From an optimization exercise on the open Yosys and OpenROAD flow, aimed at small area; shortcuts taken in it are not production practice.
Function was checked by simulation only, so behaviour that the tests miss may differ from the original.
Power is estimated from default activity; no workload was simulated.

v12:
==> module dsrd_core, before the edit <==
module dsrd_core (
    input  wire       clk,
    input  wire       rst,         
    input  wire       tick,        
    input  wire       rx_valid,    
    input  wire [7:0] rx_data,
    output reg        sck,         
    output reg        lat,         
    output reg        blank,       
    output reg        drv_rst,     
    output reg        sda,         
    output reg  [7:0] row          
);
    localparam [2:0] S_HOLD   = 3'd0,    
                     S_PULSE  = 3'd1,    
                     S_SETTLE = 3'd2,    
                     S_SHIFT  = 3'd3,    
                     S_LAT0   = 3'd4,    
                     S_LAT1   = 3'd5,    
                     S_BEND   = 3'd6,    
                     S_IDLE   = 3'd7;    
    reg  [2:0]  state;
    reg  [1:0]  tcnt;
    reg  [3:0]  bm;           
    reg  [3:0]  bd;
    reg         hi;           
    reg  [2:0]  rowcnt;
    reg  [2:0]  lag_lo;       
    reg  [12:0] lag_hi;
    reg         running;
    reg         bootf;        
    reg  [1:0]  cur_h, rx_h, next_h;
    reg         next_v;
    reg         collecting;
    reg  [2:0]  wr_row;       
    reg  [4:0]  col_ptr;      
    reg  [1:0]  prev_f;       
    reg  [2:0]  prev_r;
    reg  [4:0]  prev_lo;      
    reg  [1:0]  ph_f;         
    reg  [2:0]  ph_r;
    wire rx_go     = running && rx_valid;
    wire rx_sof    = rx_go && rx_data == 8'hFF;
    wire rx_store  = rx_go && rx_data != 8'hFF && collecting;
    wire publish   = rx_store && col_ptr == 5'd23 && wr_row == 3'd7;
    wire row_end   = (state == S_LAT1) && running;
    wire swap_req  = row_end && rowcnt == 3'd7;
    wire boot      = (state == S_BEND);
    wire [1:0] free_h     = 2'd3 - cur_h - rx_h;
    wire [1:0] pub_next_h = publish ? rx_h   : next_h;
    wire       pub_next_v = publish ? 1'b1   : next_v;
    wire [1:0] pub_rx_h   = publish ? free_h : rx_h;
    wire       do_swap    = swap_req && pub_next_v;
    always @(posedge clk) begin
        if (rst || boot) begin
            running    <= boot;
            collecting <= 1'b0;
            wr_row     <= 3'd0;
            col_ptr    <= 5'd0;
            prev_f     <= 2'd0;
            prev_r     <= 3'd0;
            prev_lo    <= 5'd24;
            cur_h      <= 2'd0;
            rx_h       <= 2'd1;
            next_h     <= 2'd0;
            next_v     <= 1'b0;
            bootf      <= 1'b1;
        end else begin
            if (rx_sof) begin
                collecting <= 1'b1;
                wr_row     <= 3'd0;
                col_ptr    <= 5'd0;
            end else if (rx_store) begin
                if (col_ptr == 5'd23) begin
                    col_ptr <= 5'd0;
                    prev_f  <= rx_h;
                    prev_r  <= wr_row;
                    prev_lo <= 5'd0;
                    wr_row  <= wr_row + 3'd1;
                    if (wr_row == 3'd7)
                        collecting <= 1'b0;
                end else begin
                    col_ptr <= col_ptr + 5'd1;
                    if (col_ptr == prev_lo)
                        prev_lo <= prev_lo + 5'd1;
                end
            end
            rx_h <= pub_rx_h;
            if (do_swap) begin
                cur_h  <= pub_next_h;
                next_v <= 1'b0;
                bootf  <= 1'b0;
            end else begin
                next_h <= pub_next_h;
                next_v <= pub_next_v;
            end
        end
    end
    wire [7:0] gamma_data;
    dsrd_gamma u_gamma (
        .din  (rx_data),
        .dout (gamma_data)
    );
    always @(posedge clk) begin
        if (rst) begin
            ph_f <= 2'd0;
            ph_r <= 3'd0;
        end else begin
            ph_r <= ph_r + 3'd1;
            if (ph_r == 3'd7)
                ph_f <= (ph_f == 2'd2) ? 2'd0 : ph_f + 2'd1;
        end
    end
    wire m_cur  = (ph_f == rx_h)   && (ph_r == wr_row);
    wire m_prev = (ph_f == prev_f) && (ph_r == prev_r);
    reg  [191:0] rowbuf;
    wire [23:0]  xfer;
    genvar c;
    generate
        for (c = 0; c < 24; c = c + 1) begin : g_rb
            always @(posedge clk)
                if (rx_store && col_ptr == c)
                    rowbuf[c*8 +: 8] <= gamma_data;
            assign xfer[c] = m_cur || (c >= prev_lo && m_prev);
        end
    endgenerate
    wire rd_bit;
    dsrd_framepool u_pool (
        .clk     (clk),
        .wr_data (rowbuf),
        .wr_en   (xfer),
        .rd_m    (bm),
        .rd_d    (bd),
        .rd_bit  (rd_bit)
    );
    wire lag_cy = tick && lag_lo == 3'd7;
    always @(posedge clk) begin
        if (rst || boot) begin
            lag_lo <= 3'd0;
            lag_hi <= 13'd0;
        end else begin
            if (tick)
                lag_lo <= lag_lo + 3'd1;
            if (lag_cy && !row_end)
                lag_hi <= lag_hi + 13'd1;
            else if (row_end && !lag_cy)
                lag_hi <= lag_hi - 13'd1;
        end
    end
    wire at_slot  = (ph_f == cur_h) && (ph_r == rowcnt);
    wire bit_wrap = (bm == 4'd0) && (bd == 4'd0);    
    wire data_bit = running ? (rd_bit & ~bootf) : 1'b1;
    always @(posedge clk) begin
        if (rst) begin
            state   <= S_HOLD;
            tcnt    <= 2'd0;
            bm      <= 4'd0;
            bd      <= 4'd0;
            hi      <= 1'b0;
            rowcnt  <= 3'd0;
            sck     <= 1'b0;
            lat     <= 1'b1;
            blank   <= 1'b1;
            drv_rst <= 1'b1;
            sda     <= 1'b0;
            row     <= 8'd0;
        end else begin
            case (state)
                S_HOLD: if (tick) begin
                    drv_rst <= 1'b0;
                    state   <= S_PULSE;
                end
                S_PULSE: if (tick) begin
                    drv_rst <= 1'b1;
                    state   <= S_SETTLE;
                end
                S_SETTLE: if (tick) begin
                    if (tcnt == 2'd3) begin
                        tcnt  <= 2'd0;
                        blank <= 1'b0;
                        bd    <= 4'd4;       
                        hi    <= 1'b0;
                        state <= S_SHIFT;
                    end else
                        tcnt <= tcnt + 2'd1;
                end
                S_SHIFT: begin
                    if (!hi) begin
                        if (bit_wrap) begin
                            sck <= 1'b0;
                            if (running) begin
                                row   <= 8'd1 << rowcnt;
                                state <= S_LAT0;
                            end else begin
                                lat   <= 1'b0;
                                state <= S_LAT1;
                            end
                        end else begin
                            sck <= 1'b0;
                            sda <= data_bit;
                            hi  <= 1'b1;
                            if (running && bm == 4'd8 && bd == 4'd10)    
                                row <= 8'd0;
                        end
                    end else begin
                        sck <= 1'b1;
                        hi  <= 1'b0;
                        if (bm == 4'd11) begin
                            bm <= 4'd0;
                            bd <= bd + 4'd1;
                        end else
                            bm <= bm + 4'd1;
                    end
                end
                S_LAT0: begin
                    lat   <= 1'b0;
                    state <= S_LAT1;
                end
                S_LAT1: begin
                    lat <= 1'b1;
                    if (running) begin
                        rowcnt <= rowcnt + 3'd1;
                        state  <= S_IDLE;
                    end else
                        state  <= S_BEND;
                end
                S_BEND: begin
                    blank  <= 1'b1;
                    rowcnt <= 3'd0;
                    state  <= S_IDLE;
                end
                default: if (!lag_hi[12] && at_slot) begin    
                    sda   <= data_bit;                        
                    hi    <= 1'b1;
                    state <= S_SHIFT;
                end
            endcase
        end
    end
endmodule
Settings: LEC_CHECK=0, CAP_MARGIN=20, CORE_MARGIN=2, CORE_UTILIZATION=45, CTS_CLUSTER_DIAMETER=120, CTS_CLUSTER_SIZE=30, PLACE_DENSITY=0.6, SLEW_MARGIN=20; clock period 10.0 ns.
run.sh (not shown) runs the stock make flow with config.mk's settings and CLKGATE_MAP_FILE= SYNTH_SCRIPT=/design/flow/synth_recipe.tcl, a recipe that flattens the netlist after the stock synthesis.
Input-level comparison between v36 and v12:
--- a/flow/design.v
+++ b/flow/design.v
@@ -369,8 +369,10 @@
             if (rx_sof) begin
                 collecting <= 1'b1;
                 wr_row     <= 3'd0;
                 col_ptr    <= 5'd0;
+                if (col_ptr > prev_lo)
+                    prev_lo <= col_ptr;
             end else if (rx_store) begin
                 if (col_ptr == 5'd23) begin
                     col_ptr <= 5'd0;
                     prev_f  <= rx_h;
@@ -378,13 +380,10 @@
                     prev_lo <= 5'd0;
                     wr_row  <= wr_row + 3'd1;
                     if (wr_row == 3'd7)
                         collecting <= 1'b0;
-                end else begin
+                end else
                     col_ptr <= col_ptr + 5'd1;
-                    if (col_ptr == prev_lo)
-                        prev_lo <= prev_lo + 5'd1;
-                end
             end
             rx_h <= pub_rx_h;
             if (do_swap) begin
                 cur_h  <= pub_next_h;
@@ -420,9 +419,9 @@
         for (c = 0; c < 24; c = c + 1) begin : g_rb
             always @(posedge clk)
                 if (rx_store && col_ptr == c)
                     rowbuf[c*8 +: 8] <= gamma_data;
-            assign xfer[c] = m_cur || (c >= prev_lo && m_prev);
+            assign xfer[c] = (c < col_ptr) ? m_cur : (c >= prev_lo && m_prev);
         end
     endgenerate
     wire rd_bit;
     dsrd_framepool u_pool (
[summary]
Comparing v36 and v12, the higher detailed-route wire length is on v36.
The final area of v12 and that of v36 are within noise of each other.
Between v36 and v12, the flip-flop and latch count does not differ in any meaningful way.
Going from v12 to v36, static power due to leakage grows by about 0.4%.
Changes observed in v36 relative to v12: sequential share of the synthesized area stayed essentially flat, peak supply drop rose by 0.024 mV, logic depth of the worst setup path including buffers rose by 2, area overhead of the layout relative to synthesis rose by 0.17 points.
Fmax is higher on v36
v36 vs v12, worst setup path startpoint: rx_data[0] vs rx_data[1]

## re-timing with driven ports
How much do the figures lean on ideal ports? The routed layouts below were timed once more, with nothing changed but the port constraints.
Step 1, drivers: a clkbuf_16 drives clk and a buf_2 each remaining input, both assumed.
Step 2 also shifts input and output timing later by t, the mid clock arrival at the registers, as if the neighbouring blocks saw the same clock.
a / b / c = ideal ports / drivers / drivers and shift; a / b = the first two.
| run | shift t [ns] | setup slack, ns | hold slack, ns | worst setup path after step 2 | cell pins on the clock port's net |
|---|---|---|---|---|---|
| v12 | 0.914 | 4.530 / 4.601 / 3.686 | 0.290 / 0.290 / 0.290 | input to register | 1 |
| v36 | 0.925 | 4.730 / 4.791 / 3.866 | 0.284 / 0.284 / 0.284 | input to register | 1 |
After both steps setup and hold are still met in every run listed. For v36, which loses most, drivers alone change the setup slack by +0.061 ns; drivers and shift together by -0.864 ns.
